What follows belongs to an exercise in optimizing a design on an open flow for small area; a production flow would make more cautious choices.
Function was checked by simulation only, so behaviour that the tests miss may differ from the original.
No activity file was given, so power comes from the tool's default toggle rates.

<file path="flow/flow/run.sh">
#!/bin/bash
# Standard ORFS layout through the standard.sh, with these changes:
# - synthesis is the standard flow's own script (synth_recipe.tcl, same passes, flattening
#   and names) with abc's combinational mapping run from flow/area.abc (an
#   area-oriented script) instead of ORFS's abc script; registers are mapped
#   before abc and are unchanged;
# - the port buffers are buf_1 cells;
set -euo pipefail
here=$(pwd)
{ head -n 1 synth_recipe.tcl; cat flow/abc_map.tcl; tail -n +2 synth_recipe.tcl; } > my_synth.tcl
export MY_ABC_SCRIPT="$here/flow/area.abc"
export BUFFER_PORTS_ARGS="-buffer_cell sky130_fd_sc_hd__buf_1"
export CTS_ARGS="-sink_clustering_enable -repair_clock_nets -dont_use_dummy_load -buf_list sky130_fd_sc_hd__clkbuf_8 -sink_clustering_size 18 -sink_clustering_max_diameter 60"
bash standard.sh SYNTH_SCRIPT="$here/my_synth.tcl" ADDER_MAP_FILE= finish > standard_flow.log 2>&1
</file>
<file path="flow/flow/abc_map.tcl">
# Run abc's combinational mapping with the script in $MY_ABC_SCRIPT (when set)
# instead of the ORFS script: same liberty, dont_use cells, constraints and
# delay target. abc -dff calls pass through unchanged.
proc abc {args} {
  if {[lsearch -exact $args -dff] >= 0 || ![info exists ::env(MY_ABC_SCRIPT)]} {
    yosys abc {*}$args
    return
  }
  set out {}
  set skip 0
  foreach a $args {
    if {$skip} { set skip 0; continue }
    if {$a eq "-script"} { set skip 1; continue }
    lappend out $a
  }
  if {$::env(MY_ABC_SCRIPT) ne ""} { lappend out -script $::env(MY_ABC_SCRIPT) }
  puts "abc_map.tcl: abc $out"
  yosys abc {*}$out
}
</file>
<file path="flow/flow/area.abc">
strash
&get -n
&fraig -x
&put
scorr
dc2
strash
&get -n
&dch -f
&nf -R 1000
&put
</file>
<file path="flow/standard.sh">
#!/bin/bash
# synth_recipe.tcl (not shown) runs the flow's synth.tcl, then flattens the netlist and writes it again
# the make line also repeats each setting of config.mk as NAME=value (left out here)
make -C /OpenROAD-flow-scripts/flow DESIGN_CONFIG=/design/flow/config.mk WORK_HOME=/design/flow/orfs CLKGATE_MAP_FILE= SYNTH_SCRIPT=/design/flow/synth_recipe.tcl "${@:-finish}"
</file>
<file path="flow/config.mk">
export PLATFORM = sky130hd
export DESIGN_NAME = vcpu_core
export DESIGN_NICKNAME = vcpu_core
export VERILOG_FILES = /design/flow/design.v
export SDC_FILE = /design/flow/constraint.sdc
export NUM_CORES = 4
export LEC_CHECK = 0
export ABC_CLOCK_PERIOD_IN_PS = 12000
export CAP_MARGIN = 5
export CORE_MARGIN = 2
export CORE_UTILIZATION = 60
export SLEW_MARGIN = 5
</file>
<file path="flow/constraint.sdc">
create_clock -name core_clock -period 12.0 [get_ports {clk}]
set_input_delay 2.4000 -clock core_clock [delete_from_list [all_inputs] [get_ports {clk}]]
set_output_delay 2.4000 -clock core_clock [all_outputs]
set_load 0.01 [all_outputs]
</file>
<file path="flow/design.v">
module vcpu_core (
    input  wire        clk,
    input  wire        rst,
    input  wire [31:0] prog_len,
    input  wire        terminate,
    output wire        imem_req,
    output wire [31:0] imem_addr,
    input  wire        imem_ack,
    input  wire [31:0] imem_rdata,
    output wire        dmem_req,
    output wire        dmem_we,
    output wire [1:0]  dmem_size,
    output wire [31:0] dmem_addr,
    output wire [31:0] dmem_wdata,
    input  wire        dmem_ack,
    input  wire        dmem_err,
    input  wire [31:0] dmem_rdata,
    output reg         retire_valid,
    output wire [31:0] retire_pc,
    output wire [4:0]  retire_rd,
    output wire [31:0] retire_wdata,
    output reg         stopped,
    output wire [3:0]  exit_code,
    output wire [31:0] pc
);
    localparam [2:0] S_INIT   = 3'd0,    
                     S_FETCH  = 3'd1,
                     S_WAIT   = 3'd2,    
                     S_PRE    = 3'd3,
                     S_STEP   = 3'd4,
                     S_MEM    = 3'd5,
                     S_COMMIT = 3'd6,
                     S_STOP   = 3'd7;
    reg [2:0]  state;
    reg [4:0]  cnt;
    reg        flag;     
    reg [31:0] ir;
    reg [31:0] P;        
    reg [31:0] MA;       
    reg [31:0] MD;       
    reg [31:0] ACC;      
    reg [3:0]  xc;       
    reg        sa, sb;   
    reg        cond;     
    reg        fbad;     
    reg        fwrap;    
    reg        mis;      
    reg        c1, e1, c2, c3, e3, c4, nA, nB, cr;
    reg        rs;       
    wire st_init   = (state == S_INIT);
    wire st_fetch  = (state == S_FETCH);
    wire st_wait   = (state == S_WAIT);
    wire st_pre    = (state == S_PRE);
    wire st_step   = (state == S_STEP);
    wire st_mem    = (state == S_MEM);
    wire st_commit = (state == S_COMMIT);
    wire c0   = (cnt == 5'd0);
    wire last = (cnt == 5'd31);
    wire [5:0]  op    = ir[31:26];
    wire [4:0]  f_rd  = ir[25:21];
    wire [4:0]  f_rs  = ir[20:16];
    wire [4:0]  f_rs2 = ir[15:11];
    wire [10:0] fn    = ir[10:0];
    wire [4:0]  f5    = fn[4:0];
    wire rform  = (op == 6'h00);
    wire fz     = rform && (fn[10:5] == 6'd0);
    wire c_radd = fz && (f5[4:1] == 4'd0);
    wire c_sub  = fz && (f5 == 5'h01);
    wire c_mul  = fz && (f5 == 5'h02);
    wire c_div  = fz && (f5[4:2] == 3'd1);
    wire c_rlog = fz && (f5[4:2] == 3'd2);
    wire c_rslt = fz && (f5[4:1] == 4'd6);
    wire c_rsh  = fz && (f5[4:2] == 3'd4) && (f5[1:0] != 2'd3);
    wire c_jalr = fz && (f5 == 5'h18);
    wire c_addi = (op == 6'h01);
    wire c_islt = (op[5:1] == 5'b00001);
    wire c_ilog = (op == 6'h04) || (op == 6'h05) || (op == 6'h06);
    wire c_lui  = (op == 6'h07);
    wire c_ish  = (op == 6'h08) || (op == 6'h09) || (op == 6'h0A);
    wire c_load = (op == 6'h10) || (op == 6'h11) || (op == 6'h12) ||
                  (op == 6'h14) || (op == 6'h15);
    wire c_store= (op == 6'h18) || (op == 6'h19) || (op == 6'h1A);
    wire c_br   = (op[5:3] == 3'b100) && (op[2:1] != 2'b11);
    wire c_j    = (op[5:1] == 5'b11000);
    wire c_jal  = (op == 6'h31);
    wire c_halt = (op == 6'h3F);
    wire c_add  = c_radd || c_addi;
    wire c_log  = c_rlog || c_ilog;
    wire c_slt  = c_rslt || c_islt;
    wire c_sh   = c_rsh  || c_ish;
    wire valid  = c_add || c_log || c_slt || c_sh || c_lui || c_mul || c_div ||
                  c_jalr || c_load || c_store || c_br || c_j || c_halt;
    wire wr     = c_add || c_log || c_slt || c_sh || c_lui || c_mul || c_div ||
                  c_load || c_jal || c_jalr;
    wire [1:0] sel2 = rform ? fn[1:0] : op[1:0];
    wire       sgn  = ~fn[0];            
    wire       stopc = (xc != 4'd0);
    wire       wr_ok = wr && (!stopc || c_jal || c_jalr);
    wire [4:0] waddr = c_jal ? 5'd31 : f_rd;
    wire        wbit;
    wire        rf_we = st_commit && wr_ok;
    wire        wdat  = wbit && !st_init;
    wire [31:0] q0;
    assign q0[0] = 1'b0;
    wire [3:0] wlo = {4{st_init}} | ({4{rf_we}} & (4'b0001 << waddr[1:0]));
    wire [7:0] whi = {8{st_init}} | (8'b00000001 << waddr[4:2]);
    genvar g;
    generate
        for (g = 1; g < 32; g = g + 1) begin : R
            reg [31:0] q;
            wire we = wlo[g % 4] & whi[g / 4];
            always @(posedge clk)
                q <= {we ? wdat : q[0], q[31:1]};
            assign q0[g] = q[0];
        end
    endgenerate
    wire [4:0] rb_addr = rform ? f_rs2 : f_rd;
    wire ra = q0[f_rs];
    wire rb = q0[rb_addr];
    wire [3:0] clo = cnt[3:0];
    wire       m16 = ir[clo];
    wire [9:0] ir10 = ir[25:16];
    wire       m10 = ir10[clo];
    wire       ubit = ~cnt[4] ? m16 :
                      c_j     ? ((clo <= 4'd9) ? m10 : ir[25]) :
                                (ir[15] & ~c_ilog);
    reg        ud1, ud2;
    always @(posedge clk) begin
        ud1 <= ubit;
        ud2 <= ud1;
    end
    wire       immbit = c_lui ? (cnt[4] & m16) :
                        (c_br || c_j) ? ((cnt[4:1] != 4'd0) & ud2) : ubit;
    wire opb = rform ? rb : immbit;
    wire x1   = c_br ? rb : ra;
    wire y1   = c_br ? ra : opb;
    wire inv1 = c_br || c_slt || c_sub;
    wire y1i  = y1 ^ inv1;
    wire c1e  = c0 ? inv1 : c1;
    wire sum1 = x1 ^ y1i ^ c1e;
    wire c1n  = (x1 & y1i) | (x1 & c1e) | (y1i & c1e);
    wire e1n  = (c0 | e1) & ~(x1 ^ y1);
    wire ltu  = ~c1n;
    wire lts  = (x1 ^ y1) ? x1 : ltu;
    wire slt_signed = rform ? ~fn[0] : ~op[0];
    wire condv = c_slt ? (slt_signed ? lts : ltu) :
                 (((op[2:1] == 2'd0) ? e1n : (op[2:1] == 2'd1) ? lts : ltu) ^ op[0]);
    wire b2    = (c_br && (st_pre || cond)) ? immbit : (cnt == 5'd2);
    wire c2e   = ~c0 & c2;
    wire pcsum = P[0] ^ b2 ^ c2e;
    wire c2n   = (P[0] & b2) | (P[0] & c2e) | (b2 & c2e);
    wire npc = st_init ? 1'b0 :
               stopc   ? P[0] :
               c_j     ? immbit :
               c_jalr  ? ra :
               (c_br && cond) ? pcsum :
               fwrap   ? 1'b0 : pcsum;
    wire c4e = (cnt == 5'd2) | ((cnt > 5'd2) & c4);
    wire n4  = npc ^ c4e;
    wire c4n = npc & c4e;
    wire tgt = c_j ? immbit : c_jalr ? ra : pcsum;
    wire x3  = st_pre ? tgt : n4;
    wire lb  = prog_len[cnt];
    wire c3e = c0 | c3;
    wire c3n = (x3 & ~lb) | (x3 & c3e) | (~lb & c3e);
    wire e3n = (c0 | e3) & ~(x3 ^ lb);
    wire nf_bad  = c4n | (c3n & ~e3n);
    wire nf_wrap = c4n | c3n;
    wire cre    = ~c0 & cr;
    wire cry    = rs & MA[0];
    wire rembit = ACC[0] ^ cry ^ cre;
    wire crn    = (ACC[0] & cry) | (ACC[0] & cre) | (cry & cre);
    wire xa    = st_commit ? (fn[1] ? rembit : MD[0]) : ra;
    wire nega  = sgn & (st_commit ? (fn[1] ? sa : (sa ^ sb)) : sa);
    wire nAe   = ~c0 & nA;
    wire outA  = xa ^ (nega & nAe);
    wire nBe   = ~c0 & nB;
    wire outB  = rb ^ (sgn & sb & nBe);
    wire dz    = ~(nBe | rb);
    wire [4:0] sam   = rform ? f_rs2 : ir[4:0];
    wire       sll   = (sel2 == 2'd0);
    wire       uselo = sll || (sam == 5'd0);
    wire [4:0] sk    = uselo ? ~sam : (sam - 5'd1);
    wire       sinv  = sel2[1] & sa;
    wire       shres = (uselo ? ACC[0] : MD[0]) ^ sinv;
    wire lres = (sel2 == 2'd0) ? (ra & opb) :
                (sel2 == 2'd1) ? (ra | opb) :
                (sel2 == 2'd2) ? (ra ^ opb) : ~(ra | opb);
    assign wbit = c_add  ? sum1 :
                  c_log  ? lres :
                  c_slt  ? (c0 & cond) :
                  c_lui  ? immbit :
                  c_sh   ? shres :
                  c_mul  ? ACC[0] :
                  c_div  ? outA :
                  c_load ? ldbit : pcsum;
    wire [31:0] xs  = {ACC[30:0], c_div & MD[31]};
    wire        bb  = c_sh ? (cnt == sk) : MD[31];
    wire        dsub = c_div & ~rs;
    wire [31:0] ys  = c_div ? (MA ^ {32{dsub}}) : (bb ? MA : 32'd0);
    wire [32:0] ss  = {1'b0, xs} + {1'b0, ys} + {32'd0, dsub};
    wire        rsn = ACC[31] ^ dsub ^ ss[32];
    wire ld_in  = op[1] || (op[0] ? ~cnt[4] : (cnt[4:3] == 2'd0));
    wire ldbit  = ld_in ? MD[0] : (~op[2] & sa);
    wire ld_sg  = (cnt == {1'b0, op[0], 3'b111});
    wire jge   = c3n;
    wire jmp   = c_j || c_jalr || (c_br && condv);
    wire [3:0] xc_pre = c_halt ? 4'd1 :
                        !valid ? 4'd7 :
                        (c_div && dz) ? 4'd3 :
                        (c_jalr && mis) ? 4'd5 :
                        (jmp && jge) ? 4'd6 : 4'd0;
    assign imem_req     = (st_fetch && !fbad) || (st_init && !flag);
    assign imem_addr    = P;
    assign dmem_req     = st_mem;
    assign dmem_we      = c_store;
    assign dmem_size    = {op[1], op[0] & ~op[1]};
    assign dmem_addr    = MA;
    assign dmem_wdata   = MD;
    assign retire_pc    = MA;
    assign retire_wdata = MD;
    assign retire_rd    = wr_ok ? waddr : 5'd0;
    assign exit_code    = xc;
    assign pc           = P;
    always @(posedge clk) begin
        c1 <= c1n;  e1 <= e1n;
        c2 <= c2n;
        c3 <= c3n;  e3 <= e3n;
        c4 <= c4n;
        nA <= nAe | xa;
        cr <= crn;
        nB <= nBe | rb;
    end
    always @(posedge clk) begin
        if (rst) begin
            state        <= S_INIT;
            cnt          <= 5'd0;
            flag         <= 1'b0;
            P            <= 32'd0;
            stopped      <= 1'b0;
            retire_valid <= 1'b0;
        end else begin
            cnt          <= cnt + 5'd1;
            retire_valid <= 1'b0;
            if (st_pre)
                P <= {P[0], P[31:1]};
            else if (st_commit)
                P <= {npc, P[31:1]};
            if (st_commit)
                MA <= {P[0], MA[31:1]};
            else if (st_pre)
                MA <= {c_mul ? ra : c_sh ? (ra ^ sinv) : c_div ? outB : sum1, MA[31:1]};
            if (st_commit)
                MD <= {wbit, MD[31:1]};
            else if (st_pre)
                MD <= {c_div ? outA : rb, MD[31:1]};
            else if (st_step)
                MD <= {MD[30:0], c_div ? ~rsn : ACC[31]};
            else if (st_mem && dmem_ack && !dmem_err && c_load)
                MD <= dmem_rdata;
            if (st_pre)
                rs <= 1'b0;
            else if (st_step)
                rs <= rsn;
            if (st_step)
                ACC <= ss[31:0];
            else
                ACC <= {~st_pre & ACC[0], ACC[31:1]};
            if (st_commit && c_load && ld_sg)
                sa <= MD[0];
            if (st_pre && c0)
                mis <= ra;
            else if (st_pre && cnt == 5'd1)
                mis <= mis | ra;
            case (state)
            S_INIT: begin
                if (imem_req && imem_ack) begin
                    ir   <= imem_rdata;
                    flag <= 1'b1;
                end
                if (last) begin
                    fbad  <= nf_bad;
                    fwrap <= nf_wrap;
                    sa    <= 1'b0;
                    sb    <= 1'b0;
                    if (terminate) begin
                        xc      <= 4'd2;
                        stopped <= 1'b1;
                        state   <= S_STOP;
                    end else if (nf_bad) begin
                        xc      <= 4'd8;
                        stopped <= 1'b1;
                        state   <= S_STOP;
                    end else if (flag || imem_ack) begin
                        state   <= S_PRE;
                    end else begin
                        state   <= S_FETCH;
                    end
                end
            end
            S_FETCH: begin
                if (terminate) begin
                    xc      <= 4'd2;
                    stopped <= 1'b1;
                    state   <= S_STOP;
                end else if (fbad) begin
                    xc      <= 4'd8;
                    stopped <= 1'b1;
                    state   <= S_STOP;
                end else if (imem_ack) begin
                    ir    <= imem_rdata;
                    flag  <= 1'b0;
                    state <= S_WAIT;
                end
            end
            S_WAIT: begin
                if (last) begin
                    if (!flag) begin
                        sa <= ra;
                        sb <= rb;
                    end
                    state <= flag ? S_COMMIT : S_PRE;
                end
            end
            S_PRE: begin
                if (last) begin
                    xc   <= xc_pre;
                    cond <= condv;
                    if (c_rsh)
                        ir[15:11] <= MD[5:1];
                    if (c_mul || c_sh || (c_div && !dz))
                        state <= S_STEP;
                    else if (c_load || c_store)
                        state <= S_MEM;
                    else
                        state <= S_COMMIT;
                end
            end
            S_STEP: begin
                if (last)
                    state <= S_COMMIT;
            end
            S_MEM: begin
                if (dmem_ack) begin
                    if (dmem_err)
                        xc <= 4'd4;
                    flag  <= 1'b1;
                    state <= S_WAIT;
                end
            end
            S_COMMIT: begin
                if (last) begin
                    retire_valid <= 1'b1;
                    fbad  <= nf_bad;
                    fwrap <= nf_wrap;
                    if (stopc) begin
                        stopped <= 1'b1;
                        state   <= S_STOP;
                    end else begin
                        state   <= S_FETCH;
                    end
                end
            end
            default: ;
            endcase
        end
    end
endmodule
</file>
==> impl_metrics.ini, run 1 <==
[finish]
regArea_mm2 = 0.0251
fill_cells = 3866
final_common_cell = dfxtp_1
fin_nets = 2792
final_cells = 3380
syn2layout_area_growth_pct = 8.17
most-common-layout-cells = 1046 x dfxtp_1, 308 x buf_1, 209 x nand2_1
multi_input_area_mm2 = 0.00611
drive_above_1_share_pct = 4.50

[clock_network]
clock_sinks = 1185
cts_hold_buf = 0
root_buffer = clkbuf_8
tritoncts = done
path_clk_slew_ns = 0.10
htreeDepth = 3
insertion_delay_ns = 0.68
numCtsBuffers = 81
clockBufferDepth = 3
cts_resized = 0
post-cts-setup-buffers = 0

[detailed_routing]
ant_nets = 0
drc = 0
first_pass_iters = 7
drt_iter0_drc = 1307
wl_um = 60600
vias_per_cell = 5.28
drt-wirelength-per-cell_um = 17.9
vias = 17900

[logic_synthesis]
synth_nets = 2479
synth_cell_type_count = 55
synthFlopType = dfxtp_1
synthAdderAreaFrac_pct = 0.469
synth_top_area_share_pct = 65.4
synth_edf_count = 139
synthTopCellsByArea = dfxtp_1 65%, edfxtp_1 13%, nand2_1 2.5%, nor2_1 2.5%, a21oi_1 2.3%
seq_area_frac_synth_pct = 78.4
syn_area_per_cell_um2 = 13.5
synth_top_family_by_area = compound AO/OA/AOI/OAI gates
synth_xor_area_share_pct = 1.81
synthCells = 2377
synth_area_leader_cell = dfxtp_1
ys_seq_elements = 1185
synth.area.mux_share_pct = 1.57
synth-simple-area-share_pct = 7.30
ys_async_sr_fraction_pct = 0
synth_compound_area_share_pct = 7.73
ys_warn_count = 1
synthesis.area_mm2 = 0.0320

[job]
drv_cap = 0

[setup_path]
arrival_ns = 10.64
cpPeakStageDelay_ns = 0.56
crit_fanout = 31
crit_slowest_cell = edfxtp_1
startpoint_type = flop
end_kind = flop
cp.required_ns = 12.39
crit_top_cell = a21oi_1
critPathKind = flop to flop

[die]
dieArea_mm2 = 0.0552
core_mm2 = 0.0527
pin_count = 310
die_h_um = 235
rows = 84
start_util_pct = 60.8
fp.dieW_um = 235

[sta]
worst_pin_slew_ns = 1.26
hold_slack_ns = 0.273
drv_slew = 0
tns_ns = 0
setup-violations-final = 0
max_freq_mhz = 97.6
rsz0062_at_grt = no
period_minus_slack_ns = 10.25
fin_ws_ns = 1.75
hold_viol_final = 0
finalCritPeriodShare_pct = 85.4
slew_headroom_pct = 15.8
fin_worst_skew_ns = 0.0911

[global_routing]
grt_overflow_total = 0
grt_max_degree = 66
track_usage_pct = 21.7
antenna_found_initial = 0
gr-usage-met1_pct = 32.2
grt_pass1_wl_um = 94300
grt_use_met2_pct = 33.0
met3_usage_pct = 3.76
grt-busiest-layer = met2
grt_pass1_vias = 16800

[hold_path]
hp-class = flop to flop

[pwr]
powerDensity_mw_per_mm2 = 252
p_leak_uw = 0.0130
peakVddDrop_mv = 0.173
power_switching_uw = 2370
switching_share_pct = 27.1
seq_power_share_pct = 65.6
clock_power_share_pct = 19.3
intPower_uw = 6360
p_comb_share_pct = 15.2

[place]
post-dp-hpwl_um = 41400
io_buffers = 309
dp_slack_ns = 1.95
dp.cells = 3295
gp_congestion = 0.881

[outcome]
status = timing/DRC/antenna clean
cells by family after synthesis:
logic type               after synthesis
buffers and inverters                131
flip-flops                          1185
multiplexers                          35
adder cells (fa/ha/maj)               15
XOR/XNOR                              66
AO/OA/AOI/OAI                        395
AND/OR/NAND/NOR                      550
critical path: cells and delay by family, from the launching register on:
kind | cells | cell delay, ns
simple gates | 12 | 2.59
compound gates | 20 | 4.90
buf+inv | 3 | 0.41
fa+ha+maj | 4 | 1.28
flops | 1 | 0.56
xor+xnor | 2 | 0.27
cell type report:
cell class / count / area share, %
Sequential cell: 1185 / 72.5
Multi-Input combinational cell: 1061 / 17.6
Timing Repair Buffer: 327 / 3.74
Clock buffer: 81 / 3.22
Tap cell: 688 / 2.49
Inverter: 34 / 0.369
Antenna cell: 4 / 0.0289
path summary, 6_finish.rpt:
path               from          to  depth (start not counted)  slack (ns)
max              ir[27]       MD[0]                         41        1.75
min          R[9].q[21]  R[9].q[20]                          0        0.27
min reg2reg  R[9].q[21]  R[9].q[20]                          0        0.27
max reg2reg      ir[27]       MD[0]                         41        1.75
Yosys cell counts (all sizes together) (6+ instances only):
cell       n
o31ai     13
a222oi     6
a22oi     13
a221oi    32
o41ai     20
nor2     209
and2      14
xnor2     49
dfxtp   1046
nand3     25
mux2i     12
clkinv    34
or3        6
nor2b     12
nand2b    11
maj3      15
edfxtp   139
or2       11
buf       97
nor3      29
a21oi    149
o21ai     87
and3       6
xor2      17
o31a      10
o211ai    11
mux4      11
a31oi     18
mux2      12
nand2    210
stage by stage:
stage               utilization [%]  total power (uW)  instance area (um^2)
detailed placement             63.6              7130                 33500
floorplan                         -              6580                 32000
global placement               63.6              7070                 33500
CTS                            65.8              8800                 34600
finish                         65.8              8720                 34600
global route                   65.8              9180                 34600
flip-flops by register name, indices dropped and copies added (netlist names), 3 cells and up:
register,cells
ACC,32
R.q,992
state,3
MD,32
ir,32
cnt,5
MA,32
P,32
xc,4
routing by layer:
metal / routed length (um) / vias up / share of wire, %
met2: 26800 / 568 / 44
met5: 0 / - / 0
met4: 1470 / 0 / 2.4
li1: - / 8609 / -
met1: 29000 / 8575 / 48
met3: 3350 / 102 / 5.5
power by group through the flow:
stage,registers (uW),logic (uW),clock network [uW]
3_3_place_gp,5770,1290,0
3_5_place_dp,5810,1320,0
2_1_floorplan,5630,948,0
4_1_cts,5740,1320,1740
6_report,5720,1320,1680
5_1_grt,5840,1470,1870
==> run 2, diff against run 1 <==
--- a/flow/design.v
+++ b/flow/design.v
@@ -229,6 +229,10 @@
         c4 <= c4n;
         nA <= nAe | xa;
         cr <= crn;
+        if (st_step)
+            ACC <= ss[31:0];
+        else
+            ACC <= {~st_pre & ACC[0], ACC[31:1]};
         nB <= nBe | rb;
     end
     always @(posedge clk) begin
@@ -262,10 +266,6 @@
                 rs <= 1'b0;
             else if (st_step)
                 rs <= rsn;
-            if (st_step)
-                ACC <= ss[31:0];
-            else
-                ACC <= {~st_pre & ACC[0], ACC[31:1]};
             if (st_commit && c_load && ld_sg)
                 sa <= MD[0];
             if (st_pre && c0)
==> flow/flow/area.abc (replaced) <==
strash
&get -n
&fraig -x
&put
scorr
dc2
strash
&get -n
&dch -f
&nf -R 1000
&put
strash
dch -f
&get -n
&nf -R 1000
&put
strash
dch -f
&get -n
&nf -R 1000
&put
strash
dch -f
&get -n
&nf -R 1000
&put
strash
dch -f
&get -n
&nf -R 1000
&put
==> run 2 against run 1 <==
Highest routed layer is now met5. Power is 4.4% lower. Routed wire length is 3.0% higher. Sequential cell count stayed put. Synthesized cell count is 3.7% lower. Still clean. First-iteration DRC count is 1.7% higher. Combinational power is 4% lower. Clock-buffer cell count is 1 lower.
==> impl_metrics.ini, run 2 <==
[global_routing]
grt_overflow_total = 0
track_usage_pct = 22.9
grt_pass1_vias = 16700
grt_pass1_wl_um = 94000
antenna_found_initial = 1
grt_max_degree = 77

[finish]
final_cells = 3323
fin_area_mm2 = 0.0344
final_util_pct = 66.8
final_common_cell = dfxtp_1
largest_reg_flops = 992
multi_input_area_mm2 = 0.00593
fin_nets = 2746
drive_above_1_share_pct = 7.19
regArea_mm2 = 0.0248
fill_cells = 3632
regMostFlops = R.q
most-common-layout-cells = 1078 x dfxtp_1, 309 x buf_1, 158 x nand2_1
syn2layout_area_growth_pct = 9.79

[die]
dieArea_mm2 = 0.0541
pin_count = 310
core_mm2 = 0.0515
fp.dieW_um = 233
die_h_um = 233
start_util_pct = 60.9
rows = 83

[detailed_routing]
first_pass_iters = 6
vias = 17500
vias_per_cell = 5.28
drc = 0
ant_nets = 0
drt_iter0_drc = 1329
drt-wirelength-per-cell_um = 18.8
wl_um = 62400

[setup_path]
crit_slowest_cell = edfxtp_1
cpPeakStageDelay_ns = 0.47
timing.rr.start = ir[30]
critPathKind = flop to flop
startpoint_type = flop
cpLargestDelayFamily = adder cells
crit_fanout = 5
arrival_ns = 11.69
cp_num_buf_inv = 3
startpoint = ir[30]
end_kind = flop
cp.required_ns = 12.31
crit_top_cell = maj3_2

[clock_network]
cts_hold_buf = 0
insertion_delay_ns = 0.67
htreeDepth = 3
clock_sinks = 1185
root_buffer = clkbuf_8
clockBufferDepth = 3
path_clk_slew_ns = 0.12
numCtsBuffers = 80
tritoncts = done

[pwr]
powerDensity_mw_per_mm2 = 242
p_leak_uw = 0.0130
peakVddDrop_mv = 0.172

[logic_synthesis]
synth_most_common_cell = dfxtp_1
ys_async_sr_fraction_pct = 0
synthCells = 2289
yosys-top-cells-count = 1078 x dfxtp_1, 162 x o21ai_0, 158 x nand2_1
synth_top_area_share_pct = 68.8
syn_area_per_cell_um2 = 13.7
ys_seq_elements = 1185
synth_cell_type_count = 57
synth_edf_count = 107
seq_area_frac_synth_pct = 79.1
synthTopCellsByArea = dfxtp_1 69%, edfxtp_1 10%, o21ai_0 2.6%, buf_4 2.3%, nand2_1 1.9%
ys_warn_count = 1
synthesis.area_mm2 = 0.0314
synth_nets = 2391
synthFlopType = dfxtp_1
synth_area_leader_cell = dfxtp_1

[sta]
fin_ws_ns = 0.616
fin_worst_skew_ns = 0.103
drv_slew = 0
slew_headroom_pct = 22.1
worst_pin_slew_ns = 1.17
max_freq_mhz = 87.8
finalCritPeriodShare_pct = 94.9
period_minus_slack_ns = 11.38
hold_viol_final = 0
rsz0062_at_grt = no
tns_ns = 0
setup-violations-final = 0

[place]
post-dp-hpwl_um = 43400
gp_congestion = 0.881
dp_slack_ns = -0.521
placed_area_mm2 = 0.0331
io_buffers = 309
dp.cells = 3236

[hold_path]
min_from = R[27].q[31]
hp-class = flop to flop

[job]
drv_cap = 0

[outcome]
status = timing/DRC/antenna clean
==> run 2: kinds of logic (layout without fill, tap and decap cells) <==
logic type / Yosys count / count (layout) / share of synthesized area [%]
XOR/XNOR: 48 / 48 / 1.43
AO/OA/AOI/OAI: 483 / 483 / 9.73
flip-flops: 1185 / 1185 / 79.1
other: 0 / 1 / 0
multiplexers: 21 / 21 / 0.726
AND/OR/NAND/NOR: 403 / 404 / 5.75
buffers and inverters: 132 / 484 / 2.74
adder cells (fa/ha/maj): 17 / 17 / 0.543
==> run 2: final timing paths <==
check	to	slack [ns]	cells past startpoint
max	MD[0]	0.62	53
max reg2reg	MD[0]	0.62	53
min reg2reg	R[27].q[30]	0.25	0
min	R[27].q[30]	0.25	0
==> run 2: timing repair <==
item	in CTS	in global routing
pin swaps	8	13
endpoints found under the setup margin	2	6
endpoints found under the hold margin	0	0
gates cloned	1	0
gates resized for setup	16	34
setup buffers	2	3
==> run 2: worst reg2reg max path: cells and delay by family (launching register included) <==
| family | cells | cell delay [ns] |
|---|---|---|
| buffers and inverters | 3 | 0.31 |
| AO/OA/AOI/OAI | 21 | 2.69 |
| AND/OR/NAND/NOR | 12 | 2.21 |
| flip-flops | 1 | 0.47 |
| adder cells (fa/ha/maj) | 14 | 4.69 |
| XOR/XNOR | 3 | 0.63 |
==> run 2: through the flow <==
step / total power, uW / hold WS (ns)
final: 8340 / 0.245
after CTS: 8370 / 0.236
after floorplan: 6150 / 0.310
after detailed placement: 6690 / 0.312
after global placement: 6630 / 0.310
after global routing: 8760 / 0.248
==> run 2: routing by layer <==
| layer | wire, um | vias to the layer above | GRT usage (%) |
|---|---|---|---|
| li1 | - | 8469 | - |
| met1 | 30100 | 8389 | 34.5 |
| met2 | 26800 | 578 | 32.8 |
| met3 | 4090 | 99 | 5.01 |
| met4 | 1420 | 2 | 7.50 |
| met5 | 13 | - | 0 |
==> run 2: where the power goes <==
group / total, uW / leakage (uW) / internal (uW) / switching, uW
Clock: 1670 / 0.000575 / 601 / 1070
Sequential: 5400 / 0.00975 / 5030 / 370
Combinational: 1270 / 0.00263 / 445 / 827
==> run 2: area by class of cell <==
cell class              instances  area share, %
well taps                     680           2.47
multi-input cells             973           17.2
diodes                          1        0.00727
flip-flops and latches       1185           72.0
inverters                      35          0.382
clock buffers                  80           3.20
repair buffers                369           4.68
==> run 3, diff against run 2 <==
==> flow/flow/area.abc (replaced) <==
strash
&get -n
&fraig -x
&put
scorr
dc2
strash
&get -n
&dch -f
&nf -R 1000
&put
strash
dch -f
&get -n
&nf -R 1000
&put
strash
dch -f
&get -n
&nf -R 1000
&put
==> run 3 against run 2 <==
Highest routed layer unchanged. Critical path depth stayed put. Power is 3.6% higher. Sequential power is 4.4% higher. Synthesized cell count hardly changed. Design area is 0.98% lower.
==> impl_metrics.ini, run 3 <==
[setup_path]
critPathKind = flop to flop
crit_top_cell = a21oi_1
r2r_slack_ns = 1.26
cpPeakStageDelay_ns = 0.51
startpoint_type = flop
r2r_cells = 53
r2r_end = MD[0]
crit_fanout = 32
end_kind = flop
arrival_ns = 11.08
timing.rr.start = ir[29]
cp.required_ns = 12.34
crit_slowest_cell = edfxtp_1

[logic_synthesis]
synth_cell_type_count = 57
synthCells = 2291
ys_warn_count = 1
synth_most_common_cell = dfxtp_1
synthesis.area_mm2 = 0.0314
synth_nets = 2393
yosys-top-cells-count = 1078 x dfxtp_1, 189 x nand2_1, 152 x nor2_1
seq_area_frac_synth_pct = 78.9
synth_area_leader_cell = dfxtp_1
synthTopCellsByArea = dfxtp_1 69%, edfxtp_1 10%, buf_4 2.3%, nand2_1 2.3%, o21ai_0 2.2%
syn_area_per_cell_um2 = 13.7
ys_seq_elements = 1185
synth_top_area_share_pct = 68.6
synthFlopType = dfxtp_1
ys_async_sr_fraction_pct = 0
synth_edf_count = 107

[sta]
tns_ns = 0
max_freq_mhz = 93.1
setup-violations-final = 0
drv_slew = 0
fin_worst_skew_ns = 0.0830
finalCritPeriodShare_pct = 89.5
worst_pin_slew_ns = 1.27
period_minus_slack_ns = 10.74
fin_ws_ns = 1.26
hold_viol_final = 0
hold_slack_ns = 0.272
rsz0062_at_grt = no
slew_headroom_pct = 15.0

[pwr]
p_comb_share_pct = 15.5
switching_share_pct = 27.4
intPower_uw = 6280
p_leak_uw = 0.0130
powerDensity_mw_per_mm2 = 254
clock_power_share_pct = 19.3
seq_power_share_pct = 65.2
peakVddDrop_mv = 0.185
power_switching_uw = 2370

[clock_network]
post-cts-setup-buffers = 0
cts_hold_buf = 0
root_buffer = clkbuf_8
clock_sinks = 1185
path_clk_slew_ns = 0.10
tritoncts = done
numCtsBuffers = 79
clockBufferDepth = 3
insertion_delay_ns = 0.68
htreeDepth = 3

[global_routing]
track_usage_pct = 21.9
grt_pass1_vias = 16200
grt_overflow_total = 0
grt_max_degree = 66
grt_pass1_wl_um = 90800
antenna_found_initial = 6

[die]
die_h_um = 233
dieArea_mm2 = 0.0542
pin_count = 310
rows = 83
start_util_pct = 61.0
core_mm2 = 0.0515
fp.dieW_um = 233

[finish]
fill_cells = 3712
fin_area_mm2 = 0.0341
final_cells = 3291
syn2layout_area_growth_pct = 8.39
regArea_mm2 = 0.0248
multi_input_area_mm2 = 0.00589
final_common_cell = dfxtp_1
most-common-layout-cells = 1078 x dfxtp_1, 309 x buf_1, 188 x nand2_1
fin_nets = 2712
regMostFlops = R.q
drive_above_1_share_pct = 4.83
largest_reg_flops = 992

[hold_path]
hold_end = R[30].q[11]
holdPathStages = 0
hp-class = flop to flop
min_from = R[30].q[12]

[detailed_routing]
ant_nets = 0
drt_iter0_drc = 1245
drc = 0
met1_length_um = 29100
wl_met2_um = 26600
first_pass_iters = 5
drt-wirelength-per-cell_um = 18.3
highest_layer = met5
wl_met3_um = 3250
vias = 17000
wl_um = 60200
vias_per_cell = 5.18

[place]
placed_area_mm2 = 0.0330
gp_congestion = 0.863
post-dp-hpwl_um = 41100
io_buffers = 309
dp.cells = 3209
dp_slack_ns = 1.20

[outcome]
status = timing/DRC/antenna clean

[job]
drv_cap = 0
run 3: how the worst max path moves through the flow:
stage | start | end | slack (ns) | cells after the start
finish | ir[29] | MD[0] | 1.26 | 53
global placement | ir[30] | MD[0] | 1.58 | 53
detailed placement | ir[30] | MD[0] | 1.20 | 53
floorplan | ir[30] | MD[0] | 1.80 | 52
CTS | ir[29] | MD[0] | 1.12 | 53
global route | ir[29] | MD[0] | 0.03 | 53
run 3: cell type report:
cell class	count	area share (%)
diodes	3	0.0220
inverters	25	0.275
flip-flops and latches	1185	72.8
well taps	680	2.50
repair buffers	335	3.98
multi-input cells	984	17.3
clock buffers	79	3.19
run 3: repair_timing:
action / 4_1_cts / 5_1_grt
gates resized for setup: 0 / 3
endpoints found under the setup margin: 0 / 2
endpoints found under the hold margin: 0 / 0
run 3: critical path: cells and delay by family (launching register included):
family          cells  cell delay (ns)
fa+ha+maj           3             0.92
compound gates     26             4.59
flops               1             0.51
buf+inv             2             0.41
xor+xnor            3             0.62
simple gates       19             3.35
run 3: cells by family after synthesis:
kind of cell | after synthesis | share of synthesized area, %
simple gates | 463 | 6.49
buf+inv | 122 | 2.61
flops | 1185 | 78.9
compound gates | 403 | 7.92
xor+xnor | 57 | 1.63
fa+ha+maj | 6 | 0.191
mux | 55 | 2.30
run 3: stage by stage:
stage / util, % / total power (uW)
6_report: 66.2 / 8640
3_5_place_dp: 64.0 / 7040
5_1_grt: 66.2 / 9090
2_1_floorplan: - / 6480
3_3_place_gp: 64.0 / 6990
4_1_cts: 66.1 / 8710
run 3: power groups by stage:
stage | logic [uW] | clock network [uW] | registers, uW
floorplan | 942 | 0 | 5540
global placement | 1300 | 0 | 5690
detailed placement | 1320 | 0 | 5720
CTS | 1330 | 1720 | 5660
global route | 1480 | 1850 | 5750
finish | 1340 | 1670 | 5640
run 3: routing by layer:
metal	GRT usage, %	vias to the layer above
li1	-	8301
met1	32.7	8155
met2	32.9	496
met3	4.36	84
met4	5.51	6
met5	0	-
==> run 4, diff against run 3 <==
--- a/flow/flow/run.sh
+++ b/flow/flow/run.sh
@@ -10,5 +10,5 @@
 { head -n 1 synth_recipe.tcl; cat flow/abc_map.tcl; tail -n +2 synth_recipe.tcl; } > my_synth.tcl
 export MY_ABC_SCRIPT="$here/flow/area.abc"
 export BUFFER_PORTS_ARGS="-buffer_cell sky130_fd_sc_hd__buf_1"
-export CTS_ARGS="-sink_clustering_enable -repair_clock_nets -dont_use_dummy_load -buf_list sky130_fd_sc_hd__clkbuf_8 -sink_clustering_size 18 -sink_clustering_max_diameter 60"
+export CTS_ARGS="-sink_clustering_enable -repair_clock_nets -dont_use_dummy_load -buf_list sky130_fd_sc_hd__clkbuf_8 -sink_clustering_size 19 -sink_clustering_max_diameter 60"
 bash standard.sh SYNTH_SCRIPT="$here/my_synth.tcl" ADDER_MAP_FILE= finish > standard_flow.log 2>&1
--- a/flow/config.mk
+++ b/flow/config.mk
@@ -8,5 +8,5 @@
 export ABC_CLOCK_PERIOD_IN_PS = 12000
 export CAP_MARGIN = 5
 export CORE_MARGIN = 2
-export CORE_UTILIZATION = 60
+export CORE_UTILIZATION = 65
 export SLEW_MARGIN = 5
==> run 4 against run 3 <==
Register-to-register slack got worse by 0.19 ns. Design area decreased by 0.39%. Final cell count decreased by 1.9%. Sequential cell count unchanged. Combinational power about the same. Largest cell class unchanged. Largest power group unchanged.
==> impl_metrics.ini, run 4 <==
[global_routing]
grt_use_met2_pct = 37.7
grt_pass1_vias = 16800
grt_pass1_wl_um = 93300
gr-usage-met1_pct = 34.8
grt-busiest-layer = met2
track_usage_pct = 24.4
antenna_found_initial = 6
grt_overflow_total = 0
met3_usage_pct = 5.08
grt_max_degree = 79

[detailed_routing]
vias_per_cell = 5.35
vias = 17300
first_pass_iters = 6
wl_um = 61300
drt_iter0_drc = 1309
drt-wirelength-per-cell_um = 19.0
drc = 0
ant_nets = 0

[clock_network]
insertion_delay_ns = 0.70
path_clk_slew_ns = 0.11
clockBufferDepth = 3
cts_hold_buf = 0
root_buffer = clkbuf_8
numCtsBuffers = 75
htreeDepth = 3
post-cts-setup-buffers = 0
clock_sinks = 1185
tritoncts = done

[pwr]
switching_share_pct = 27.7
p_comb_share_pct = 15.5
power_switching_uw = 2400
powerDensity_mw_per_mm2 = 255
seq_power_share_pct = 65.4
power_uw = 8650
peakVddDrop_mv = 0.209
p_leak_uw = 0.0129
clock_power_share_pct = 19.0
intPower_uw = 6250

[sta]
tns_ns = 0
worst_pin_slew_ns = 1.25
drv_slew = 0
finalCritPeriodShare_pct = 91.1
hold_slack_ns = 0.291
setup-violations-final = 0
period_minus_slack_ns = 10.93
rsz0062_at_grt = no
hold_viol_final = 0
slew_headroom_pct = 16.8
max_freq_mhz = 91.5
fin_worst_skew_ns = 0.0868

[logic_synthesis]
synth_edf_count = 107
synthTopCellsByArea = dfxtp_1 69%, edfxtp_1 10%, buf_4 2.3%, nand2_1 2.3%, o21ai_0 2.2%
synth_area_leader_cell = dfxtp_1
ys_seq_elements = 1185
syn_area_per_cell_um2 = 13.7
yosys-top-cells-count = 1078 x dfxtp_1, 189 x nand2_1, 152 x nor2_1
synthesis.area_mm2 = 0.0314
synthFlopType = dfxtp_1
synthCells = 2291
ys_warn_count = 1
synth_most_common_cell = dfxtp_1
seq_area_frac_synth_pct = 78.9
synth_top_area_share_pct = 68.6
synth_nets = 2393
ys_async_sr_fraction_pct = 0
synth_cell_type_count = 57

[setup_path]
critPathKind = flop to flop
crit_fanout = 32
crit_slowest_cell = edfxtp_1
startpoint_type = flop
crit_top_cell = a21oi_1
end_kind = flop
arrival_ns = 11.33
cp.required_ns = 12.40
cpPeakStageDelay_ns = 0.49

[place]
io_buffers = 309
dp.cells = 3145
post-dp-hpwl_um = 41300
gp_congestion = 0.866

[finish]
fin_nets = 2709
fill_cells = 3147
regArea_mm2 = 0.0248
regMostFlops = R.q
final_cells = 3228
final_common_cell = dfxtp_1
most-common-layout-cells = 1078 x dfxtp_1, 309 x buf_1, 188 x nand2_1
largest_reg_flops = 992
syn2layout_area_growth_pct = 7.97
multi_input_area_mm2 = 0.00587
drive_above_1_share_pct = 4.61

[die]
dieArea_mm2 = 0.0501
core_mm2 = 0.0477
start_util_pct = 65.9
die_h_um = 224
pin_count = 310
fp.dieW_um = 224
rows = 80

[hold_path]
hp-class = flop to flop

[job]
drv_cap = 0

[outcome]
status = timing/DRC/antenna clean
## run 4: cell counts after synthesis
Identical to the previous run, type by type.
## run 4: repair_timing
action / 4_1_cts / 5_1_grt
endpoints found under the setup margin: 0 / 1
endpoints found under the hold margin: 0 / 0
resized for setup: 0 / 1
## run 4: cells by family (layout without fill, tap and decap cells)
kind of cell / Yosys count / count (layout) / synth area share [%]
DFF: 1185 / 1185 / 78.9
and+or+nand+nor: 463 / 463 / 6.49
AOI/OAI and AO/OA: 403 / 403 / 7.92
buffers and inverters: 122 / 436 / 2.61
xor gates and xnor gates: 57 / 57 / 1.63
muxes: 55 / 55 / 2.30
adders and majority gates: 6 / 6 / 0.191
other: 0 / 8 / 0
## run 4: power groups by stage
stage | Clock, uW | Sequential [uW] | Combinational (uW)
final | 1640 | 5660 | 1340
after global routing | 1810 | 5770 | 1480
after CTS | 1690 | 5680 | 1330
after detailed placement | 0 | 5740 | 1320
after global placement | 0 | 5680 | 1290
after floorplan | 0 | 5540 | 942
## run 4: area by class of cell
cell class                      instances  share of cell area, %
Antenna cell                            8                 0.0590
Clock buffer                           75                   3.04
Inverter                               25                  0.276
Multi-Input combinational cell        984                   17.3
Sequential cell                      1185                   73.0
Tap cell                              615                   2.27
Timing Repair Buffer                  336                   4.01
## run 4: through the flow
| step | utilization, % | area, um^2 | setup WS (ns) |
|---|---|---|---|
| 2_1_floorplan | - | 31400 | 1.80 |
| 3_3_place_gp | 68.9 | 32900 | 1.47 |
| 3_5_place_dp | 68.9 | 32900 | 1.21 |
| 4_1_cts | 71.1 | 33900 | 1.18 |
| 5_1_grt | 71.1 | 33900 | 0.0969 |
| 6_report | 71.1 | 33900 | 1.07 |
## run 4: path summary, 6_finish.rpt
path / from / endpoint / slack, ns / cells past startpoint
worst max-delay path: ir[30] / MD[0] / 1.07 / 53
worst min register to register: R[20].q[7] / R[20].q[6] / 0.29 / 0
worst min-delay path: R[20].q[7] / R[20].q[6] / 0.29 / 0
worst max register to register: ir[30] / MD[0] / 1.07 / 53
## run 4: layer usage
layer	vias to the layer above	routed length (um)
met4	6	1610
met5	-	34
li1	8316	-
met1	8235	28000
met3	121	3610
met2	577	28100
## run 4: worst max-delay path: cells and delay by family (launching register included)
kind | cells | cell delay (ns)
AOI/OAI and AO/OA | 26 | 4.64
and+or+nand+nor | 19 | 3.59
adders and majority gates | 3 | 0.94
xor gates and xnor gates | 3 | 0.60
DFF | 1 | 0.49
buffers and inverters | 2 | 0.42
==> run 5, diff against run 4 <==
--- a/flow/config.mk
+++ b/flow/config.mk
@@ -9,4 +9,5 @@
 export CAP_MARGIN = 5
 export CORE_MARGIN = 2
 export CORE_UTILIZATION = 65
+export PLACE_DENSITY = 0.72
 export SLEW_MARGIN = 5
==> run 5 against run 4 <==
Maximum frequency fell by 0.15%. Largest cell class unchanged. Clock skew rose by 0.016 ns. Power grew 0.94%. Design area hardly changed. Sequential share of layout area barely moved. Highest routed layer unchanged. Non-clock buffer count decreased by 1.
==> impl_metrics.ini, run 5 <==
[outcome]
status = timing/DRC/antenna clean

[clock_network]
cts_resized = 0
htreeDepth = 3
insertion_delay_ns = 0.68
cts_hold_buf = 0
tritoncts = done
path_clk_slew_ns = 0.11
clock_sinks = 1185
clockBufferDepth = 3
root_buffer = clkbuf_8
post-cts-setup-buffers = 0
numCtsBuffers = 77

[global_routing]
track_usage_pct = 26.4
grt_overflow_total = 0
grt_max_degree = 66
antenna_found_initial = 3
grt_pass1_wl_um = 99800
grt_pass1_vias = 17100

[job]
drv_cap = 0

[die]
core_mm2 = 0.0477
fp.dieW_um = 224
dieArea_mm2 = 0.0501
pin_count = 310
start_util_pct = 65.9
die_h_um = 224
rows = 80

[sta]
fin_worst_skew_ns = 0.103
tns_ns = 0
finalCritPeriodShare_pct = 91.2
slew_headroom_pct = 16.9
rsz0062_at_grt = no
drv_slew = 0
hold_viol_final = 0
setup-violations-final = 0
period_minus_slack_ns = 10.94
worst_pin_slew_ns = 1.23
hold_slack_ns = 0.259
max_freq_mhz = 91.4

[place]
gp_congestion = 0.871
dp.cells = 3144
placed_area_mm2 = 0.0329
io_buffers = 309
post-dp-hpwl_um = 45700

[finish]
drive_above_1_share_pct = 4.76
fin_area_mm2 = 0.0340
final_common_cell = dfxtp_1
syn2layout_area_growth_pct = 8.01
fin_nets = 2710
final_cells = 3222
largest_reg_flops = 992
regMostFlops = R.q
most-common-layout-cells = 1078 x dfxtp_1, 309 x buf_1, 188 x nand2_1

[setup_path]
cpLargestDelayFamily = compound AO/OA/AOI/OAI gates
arrival_ns = 11.26
crit_top_cell = a21oi_1
cpPeakStageDelay_ns = 0.49
crit_slowest_cell = edfxtp_1
cp_num_buf_inv = 2
startpoint_type = flop
end_kind = flop
crit_fanout = 32
critPathKind = flop to flop
cp.required_ns = 12.31

[logic_synthesis]
synth_edf_count = 107
synthTopCellsByArea = dfxtp_1 69%, edfxtp_1 10%, buf_4 2.3%, nand2_1 2.3%, o21ai_0 2.2%
yosys-top-cells-count = 1078 x dfxtp_1, 189 x nand2_1, 152 x nor2_1
synth_nets = 2393
synth_most_common_cell = dfxtp_1
ys_async_sr_fraction_pct = 0
synthesis.area_mm2 = 0.0314
synth_cell_type_count = 57
seq_area_frac_synth_pct = 78.9
ys_seq_elements = 1185
synthFlopType = dfxtp_1
synthCells = 2291
synth_area_leader_cell = dfxtp_1
syn_area_per_cell_um2 = 13.7
ys_warn_count = 1
synth_top_area_share_pct = 68.6

[detailed_routing]
drt_iter0_drc = 1487
wl_um = 66400
vias_per_cell = 5.42
ant_nets = 0
vias = 17500
first_pass_iters = 6
drc = 0
drt-wirelength-per-cell_um = 20.6

[hold_path]
hp-class = flop to flop

[pwr]
peakVddDrop_mv = 0.184
powerDensity_mw_per_mm2 = 257
p_leak_uw = 0.0130
-- run 5: area by class of cell --
cell class,instances,area (um^2)
antenna,1,2.50
clock buffer,77,1060
fill,3030,13800
inverter,25,93.8
multi-input combinational,984,5890
sequential,1185,24800
tap,615,769
timing repair buffer,335,1360
-- run 5: final timing paths --
kind | startpoint | slack (ns) | cells after the start | endpoint
setup / recovery | ir[30] | 1.06 | 53 | MD[0]
hold / removal | R[1].q[18] | 0.26 | 0 | R[1].q[17]
setup reg to reg | ir[30] | 1.06 | 53 | MD[0]
hold reg to reg | R[1].q[18] | 0.26 | 0 | R[1].q[17]
-- run 5: cell families (layout without fill, tap and decap cells) --
kind of cell | Yosys count | after routing | synth area share, %
other | 0 | 1 | 0
buffers and inverters | 122 | 437 | 2.61
XOR/XNOR | 57 | 57 | 1.63
flip-flops | 1185 | 1185 | 78.9
AO/OA/AOI/OAI | 403 | 403 | 7.92
multiplexers | 55 | 55 | 2.30
AND/OR/NAND/NOR | 463 | 463 | 6.49
adder cells (fa/ha/maj) | 6 | 6 | 0.191
-- run 5: routing by layer --
| layer | part of all wire [%] | vias up | GRT usage (%) |
|---|---|---|---|
| met5 | 0.017 | - | 0 |
| met4 | 2.3 | 2 | 7.31 |
| met3 | 5.4 | 117 | 4.88 |
| met2 | 46 | 574 | 41.6 |
| met1 | 46 | 8448 | 38.0 |
| li1 | - | 8316 | - |
-- run 5: power breakdown --
group | internal [uW] | switching [uW]
sequential | 5200 | 497
clock | 580 | 1090
combinational | 488 | 874
total | 6260 | 2460
-- run 5: worst reg2reg max path, delay by kind of cell (launching register included) --
family | cells | cell delay (ns)
AO/OA/AOI/OAI | 26 | 4.70
adder cells (fa/ha/maj) | 3 | 1.02
AND/OR/NAND/NOR | 19 | 3.42
buffers and inverters | 2 | 0.44
flip-flops | 1 | 0.49
XOR/XNOR | 3 | 0.59
-- run 5: stage by stage --
step / setup slack (ns) / total power, uW / util [%]
after global routing: 0.0110 / 9130 / 71.1
after detailed placement: 0.807 / 7100 / 68.9
final: 1.06 / 8730 / 71.1
after floorplan: 1.80 / 6480 / -
after CTS: 0.722 / 8770 / 71.1
after global placement: 1.56 / 6970 / 68.9
==> run 6, diff against run 5 <==
--- a/flow/config.mk
+++ b/flow/config.mk
@@ -9,5 +9,5 @@
 export CAP_MARGIN = 5
 export CORE_MARGIN = 2
 export CORE_UTILIZATION = 65
-export PLACE_DENSITY = 0.72
+export GPL_TIMING_DRIVEN = 0
 export SLEW_MARGIN = 5
==> run 6 against run 5 <==
Sequential share of layout area fell by 1.7 points. Final cell count rose by 2.6%. Design area rose by 2.3%. Die area did not move. Sequential power barely moved. Register-to-register slack got worse by 0.02 ns. Worst hold slack improved by 0.017 ns. Clock-buffer cell count fell by 1. Clock power barely moved. First-iteration DRC count fell by 12%. Maximum frequency fell by 0.20%.
==> impl_metrics.ini, run 6 <==
[outcome]
status = timing/DRC/antenna clean

[sta]
rsz0062_at_grt = no
max_freq_mhz = 91.2
hold_slack_ns = 0.276
slew_headroom_pct = 13.5
fin_worst_skew_ns = 0.0738
worst_pin_slew_ns = 1.30
drv_slew = 0
period_minus_slack_ns = 10.97
hold_viol_final = 0
finalCritPeriodShare_pct = 91.4
tns_ns = 0
setup-violations-final = 0

[die]
dieArea_mm2 = 0.0501
fp.dieW_um = 224
start_util_pct = 65.9
die_h_um = 224
rows = 80
pin_count = 310
core_mm2 = 0.0477

[finish]
fin_area_mm2 = 0.0348
final_util_pct = 72.8
largest_reg_flops = 992
drive_above_1_share_pct = 8.10
syn2layout_area_growth_pct = 10.5
fill_cells = 3047
final_cells = 3307
most-common-layout-cells = 1078 x dfxtp_1, 308 x buf_1, 188 x nand2_1
regMostFlops = R.q
fin_nets = 2795
final_common_cell = dfxtp_1

[setup_path]
crit_top_cell = a21oi_1
arrival_ns = 11.34
cp.required_ns = 12.38
crit_slowest_cell = edfxtp_1
startpoint_type = flop
cpPeakStageDelay_ns = 0.50
r2r_slack_ns = 1.03
critPathKind = flop to flop
end_kind = flop
crit_fanout = 14

[clock_network]
tritoncts = done
cts_hold_buf = 0
numCtsBuffers = 76
clockBufferDepth = 3
clock_sinks = 1185
insertion_delay_ns = 0.69
root_buffer = clkbuf_8
path_clk_slew_ns = 0.10
htreeDepth = 3

[detailed_routing]
first_pass_iters = 6
vias = 17500
drt_iter0_drc = 1305
drc = 0
ant_nets = 0
vias_per_cell = 5.30
drt-wirelength-per-cell_um = 18.3
wl_um = 60400

[place]
gp_congestion = 0.854
post-dp-hpwl_um = 41600
placed_area_mm2 = 0.0337
dp.cells = 3228
io_buffers = 309

[hold_path]
hp-class = flop to flop

[logic_synthesis]
synth_area_leader_cell = dfxtp_1
ys_seq_elements = 1185
ys_warn_count = 1
ys_async_sr_fraction_pct = 0
synth_top_family_by_area = compound AO/OA/AOI/OAI gates
synthesis.area_mm2 = 0.0314
synthTopCellsByArea = dfxtp_1 69%, edfxtp_1 10%, buf_4 2.3%, nand2_1 2.3%, o21ai_0 2.2%
synth_xor_area_share_pct = 1.63
yosys-top-cells-count = 1078 x dfxtp_1, 189 x nand2_1, 152 x nor2_1
synthCells = 2291
synth_cell_type_count = 57
synthFlopType = dfxtp_1
syn_area_per_cell_um2 = 13.7
synthAdderAreaFrac_pct = 0.191
synth.area.mux_share_pct = 2.30
synth_edf_count = 107
synth_nets = 2393
synth-simple-area-share_pct = 6.49
synth_top_area_share_pct = 68.6
synth_compound_area_share_pct = 7.92
synth_most_common_cell = dfxtp_1
seq_area_frac_synth_pct = 78.9

[pwr]
p_leak_uw = 0.0134
powerDensity_mw_per_mm2 = 250
peakVddDrop_mv = 0.188

[global_routing]
track_usage_pct = 23.9
grt_max_degree = 48
antenna_found_initial = 2
grt_overflow_total = 0
grt_pass1_wl_um = 92100
grt_pass1_vias = 16900

[job]
drv_cap = 0
==> run 6: cell counts after synthesis <==
Identical to the previous run, type by type.
==> run 6: logic make-up (layout without fill, tap and decap cells) <==
kind of cell	count (synthesis)	after routing
muxes	55	55
and+or+nand+nor	463	463
AOI/OAI and AO/OA	403	404
DFF	1185	1185
xor gates and xnor gates	57	57
adders and majority gates	6	6
other	0	1
buffers and inverters	122	521
==> run 6: worst paths after layout <==
path | depth (start not counted) | endpoint | from
min | 0 | R[26].q[26] | R[26].q[27]
max reg2reg | 52 | MD[0] | ir[30]
min reg2reg | 0 | R[26].q[26] | R[26].q[27]
max | 52 | MD[0] | ir[30]
==> run 6: final cells by class <==
type | count | area [um^2] | area share, %
inverters | 25 | 93.8 | 0.270
diodes | 1 | 2.50 | 0.00720
flip-flops and latches | 1185 | 24800 | 71.3
plain buffers | 97 | 728 | 2.10
repair buffers | 323 | 1370 | 3.94
well taps | 615 | 769 | 2.21
clock buffers | 76 | 1050 | 3.01
multi-input cells | 985 | 5950 | 17.1
==> run 6: critical path: cells and delay by family (launching register included) <==
kind / cells / cell delay [ns]
AOI/OAI and AO/OA: 26 / 4.86
xor gates and xnor gates: 3 / 0.63
adders and majority gates: 3 / 0.97
buffers and inverters: 1 / 0.10
DFF: 1 / 0.50
and+or+nand+nor: 19 / 3.63
==> run 6: power breakdown <==
part	internal [uW]	total, uW	leakage (uW)	switching [uW]
Clock	573	1650	0.000546	1070
Sequential	5190	5660	0.00976	467
Combinational	532	1380	0.00313	850
Total	6300	8690	0.0134	2390
==> run 6: routing by layer <==
layer,share of wire [%],track usage (%)
met1,46,34.2
met2,46,37.3
met3,4.9,3.53
met4,2.9,8.60
met5,0,0
==> run 6: what timing repair did <==
item	4_1_cts	5_1_grt
hold endpoints to repair	0	0
buffers inserted	0	1
setup endpoints to repair	0	6
resized for setup	0	6
==> run 6: stage by stage <==
| stage | power [uW] | setup slack [ns] |
|---|---|---|
| 2_1_floorplan | 6480 | 1.80 |
| 3_3_place_gp | 6960 | -0.880 |
| 3_5_place_dp | 7100 | 0.296 |
| 4_1_cts | 8740 | 0.123 |
| 5_1_grt | 9110 | 0.106 |
| 6_report | 8690 | 1.03 |
==> run 7, diff against run 6 <==
--- a/flow/flow/run.sh
+++ b/flow/flow/run.sh
@@ -10,5 +10,5 @@
 { head -n 1 synth_recipe.tcl; cat flow/abc_map.tcl; tail -n +2 synth_recipe.tcl; } > my_synth.tcl
 export MY_ABC_SCRIPT="$here/flow/area.abc"
 export BUFFER_PORTS_ARGS="-buffer_cell sky130_fd_sc_hd__buf_1"
-export CTS_ARGS="-sink_clustering_enable -repair_clock_nets -dont_use_dummy_load -buf_list sky130_fd_sc_hd__clkbuf_8 -sink_clustering_size 19 -sink_clustering_max_diameter 60"
+export CTS_ARGS="-sink_clustering_enable -repair_clock_nets -dont_use_dummy_load -buf_list sky130_fd_sc_hd__clkbuf_16 -sink_clustering_size 40 -sink_clustering_max_diameter 40"
 bash standard.sh SYNTH_SCRIPT="$here/my_synth.tcl" ADDER_MAP_FILE= finish > standard_flow.log 2>&1
--- a/flow/config.mk
+++ b/flow/config.mk
@@ -9,5 +9,4 @@
 export CAP_MARGIN = 5
 export CORE_MARGIN = 2
 export CORE_UTILIZATION = 65
-export GPL_TIMING_DRIVEN = 0
 export SLEW_MARGIN = 5
==> run 7 against run 6 <==
Core utilization increased by 1.2 points. Via count increased by 1.5%. Clock-buffer cell count increased by 21. Largest power group unchanged.
==> impl_metrics.ini, run 7 <==
[logic_synthesis]
synth_cell_type_count = 57
syn_area_per_cell_um2 = 13.7
ys_warn_count = 1
synthesis.area_mm2 = 0.0314
ys_seq_elements = 1185
synth_top_area_share_pct = 68.6
seq_area_frac_synth_pct = 78.9
synth_most_common_cell = dfxtp_1
synthCells = 2291
synth_area_leader_cell = dfxtp_1
synth_nets = 2393
synth_edf_count = 107
ys_async_sr_fraction_pct = 0
synthTopCellsByArea = dfxtp_1 69%, edfxtp_1 10%, buf_4 2.3%, nand2_1 2.3%, o21ai_0 2.2%
synthFlopType = dfxtp_1
yosys-top-cells-count = 1078 x dfxtp_1, 189 x nand2_1, 152 x nor2_1

[finish]
fill_cells = 2895
drive_above_1_share_pct = 5.44
fin_nets = 2731
regMostFlops = R.q
regArea_mm2 = 0.0248
syn2layout_area_growth_pct = 12.3
fin_area_mm2 = 0.0353
antenna_cells = 0
most-common-layout-cells = 1078 x dfxtp_1, 309 x buf_1, 188 x nand2_1
largest_reg_flops = 992
final_common_cell = dfxtp_1
multi_input_area_mm2 = 0.00588

[global_routing]
grt_max_degree = 79
grt_pass1_wl_um = 104000
track_usage_pct = 27.3
grt_pass1_vias = 18000
antenna_found_initial = 4
grt_overflow_total = 0

[sta]
hold_viol_final = 0
max_freq_mhz = 91.6
tns_ns = 0
setup-violations-final = 0
period_minus_slack_ns = 10.91
slew_headroom_pct = 13.1
rsz0062_at_grt = no
fin_worst_skew_ns = 0.102
worst_pin_slew_ns = 1.30
fin_ws_ns = 1.09
finalCritPeriodShare_pct = 90.9
drv_slew = 0

[place]
gp_congestion = 0.866
post-dp-hpwl_um = 41300
placed_area_mm2 = 0.0329
io_buffers = 309
dp_slack_ns = 1.21

[clock_network]
clock_sinks = 1185
tritoncts = done
cts_hold_buf = 0
htreeDepth = 3
root_buffer = clkbuf_16
path_clk_slew_ns = 0.10
numCtsBuffers = 97
insertion_delay_ns = 0.66
clockBufferDepth = 3

[die]
die_h_um = 224
core_mm2 = 0.0477
dieArea_mm2 = 0.0501
pin_count = 310
fp.dieW_um = 224
start_util_pct = 65.9
rows = 80

[setup_path]
startpoint_type = flop
cp.required_ns = 12.26
cpPeakStageDelay_ns = 0.48
crit_fanout = 32
critPathKind = flop to flop
end_kind = flop
arrival_ns = 11.18
crit_slowest_cell = edfxtp_1
crit_top_cell = a21oi_1

[detailed_routing]
first_pass_iters = 6
vias_per_cell = 5.48
drt-wirelength-per-cell_um = 21.0
drt_iter0_drc = 1517
drc = 0
wl_um = 68200
vias = 17800
ant_nets = 0

[outcome]
status = timing/DRC/antenna clean

[job]
drv_cap = 0

[pwr]
power_uw = 9770
peakVddDrop_mv = 0.191
p_leak_uw = 0.0136
powerDensity_mw_per_mm2 = 277

[hold_path]
hp-class = flop to flop
## run 7: cell counts after synthesis
Identical to the previous run, type by type.
## run 7: cell families (layout without fill, tap and decap cells)
logic type / Yosys count / after routing / synth area share, %
compound gates: 403 / 403 / 7.92
xor+xnor: 57 / 57 / 1.63
fa+ha+maj: 6 / 6 / 0.191
buf+inv: 122 / 458 / 2.61
flops: 1185 / 1185 / 78.9
mux: 55 / 55 / 2.30
simple gates: 463 / 463 / 6.49
## run 7: area by class of cell
class | instances | area share (%)
flip-flops and latches | 1185 | 70.2
multi-input cells | 984 | 16.6
clock buffers | 97 | 6.87
repair buffers | 336 | 3.86
well taps | 615 | 2.18
inverters | 25 | 0.266
## run 7: timing repair
action	CTS	global route
setup endpoints to repair	0	1
buffers inserted	0	0
resized for setup	0	2
## run 7: worst paths after layout
check / from / end / slack, ns / cells past startpoint
setup / recovery: ir[30] / MD[0] / 1.09 / 53
hold / removal: R[24].q[5] / R[24].q[4] / 0.28 / 0
setup reg to reg: ir[30] / MD[0] / 1.09 / 53
hold reg to reg: R[24].q[5] / R[24].q[4] / 0.28 / 0
## run 7: metrics by stage
stage,util [%],hold WS (ns),std cells
2_1_floorplan,-,0.310,2291
3_3_place_gp,68.9,0.310,3145
3_5_place_dp,68.9,0.312,3145
4_1_cts,74.0,0.287,3242
5_1_grt,74.0,0.282,3242
6_report,74.0,0.282,3242
## run 7: power breakdown
group	internal (uW)	total (uW)	switching, uW
clock network	1410	2680	1260
logic	489	1370	882
registers	5210	5720	515
## run 7: per-layer routing
layer,global-route usage (%),wire length (um),vias to the layer above
met3,5.29,4110,183
met4,9.78,2200,6
met2,44.3,32600,691
li1,-,-,8369
met5,0,34,-
met1,36.8,29200,8528
## run 7: worst max-delay path: cells and delay by family, from the launching register on
family                   cells  cell delay [ns]
XOR/XNOR                     3             0.60
flip-flops                   1             0.48
adder cells (fa/ha/maj)      3             0.94
AND/OR/NAND/NOR             19             3.46
buffers and inverters        2             0.44
AO/OA/AOI/OAI               26             4.63

## afterwards: timing with drivers on the ports
No port has a modelled driver above. Below, the same layouts with a new extraction and two added sets of constraints. Step 1 assumes that a clkbuf_16 drives the clock port and a buf_2 every other input. Step 2, shift: input delay + t, output delay - t, t = (earliest + latest rising clock arrival at the registers) / 2. This alone moves slack from input paths to output paths. a / b / c = ideal ports / drivers / drivers and shift; a / b = the first two.
run | shift t [ns] | setup WS [ns] | worst hold slack (ns) | latest minus earliest clock arrival (ns) | cell pins on the clock port's net
run 1 | 0.701 | 1.754 / 1.754 / 1.754 | 0.273 / 0.273 / 0.273 | 0.092 / 0.091 | 1
run 2 | 0.684 | 0.616 / 0.616 / 0.616 | 0.245 / 0.245 / 0.245 | 0.108 / 0.108 | 1
run 3 | 0.705 | 1.261 / 1.261 / 1.261 | 0.272 / 0.272 / 0.272 | 0.083 / 0.084 | 1
run 4 | 0.712 | 1.073 / 1.073 / 1.073 | 0.291 / 0.291 / 0.291 | 0.087 / 0.087 | 1
run 5 | 0.696 | 1.056 / 1.056 / 1.056 | 0.259 / 0.259 / 0.259 | 0.112 / 0.112 | 1
run 6 | 0.706 | 1.034 / 1.034 / 1.034 | 0.276 / 0.276 / 0.276 | 0.076 / 0.076 | 1
run 7 | 0.670 | 1.087 / 1.087 / 1.087 | 0.282 / 0.282 / 0.282 | 0.103 / 0.102 | 1
After both steps every run listed still meets setup and hold.
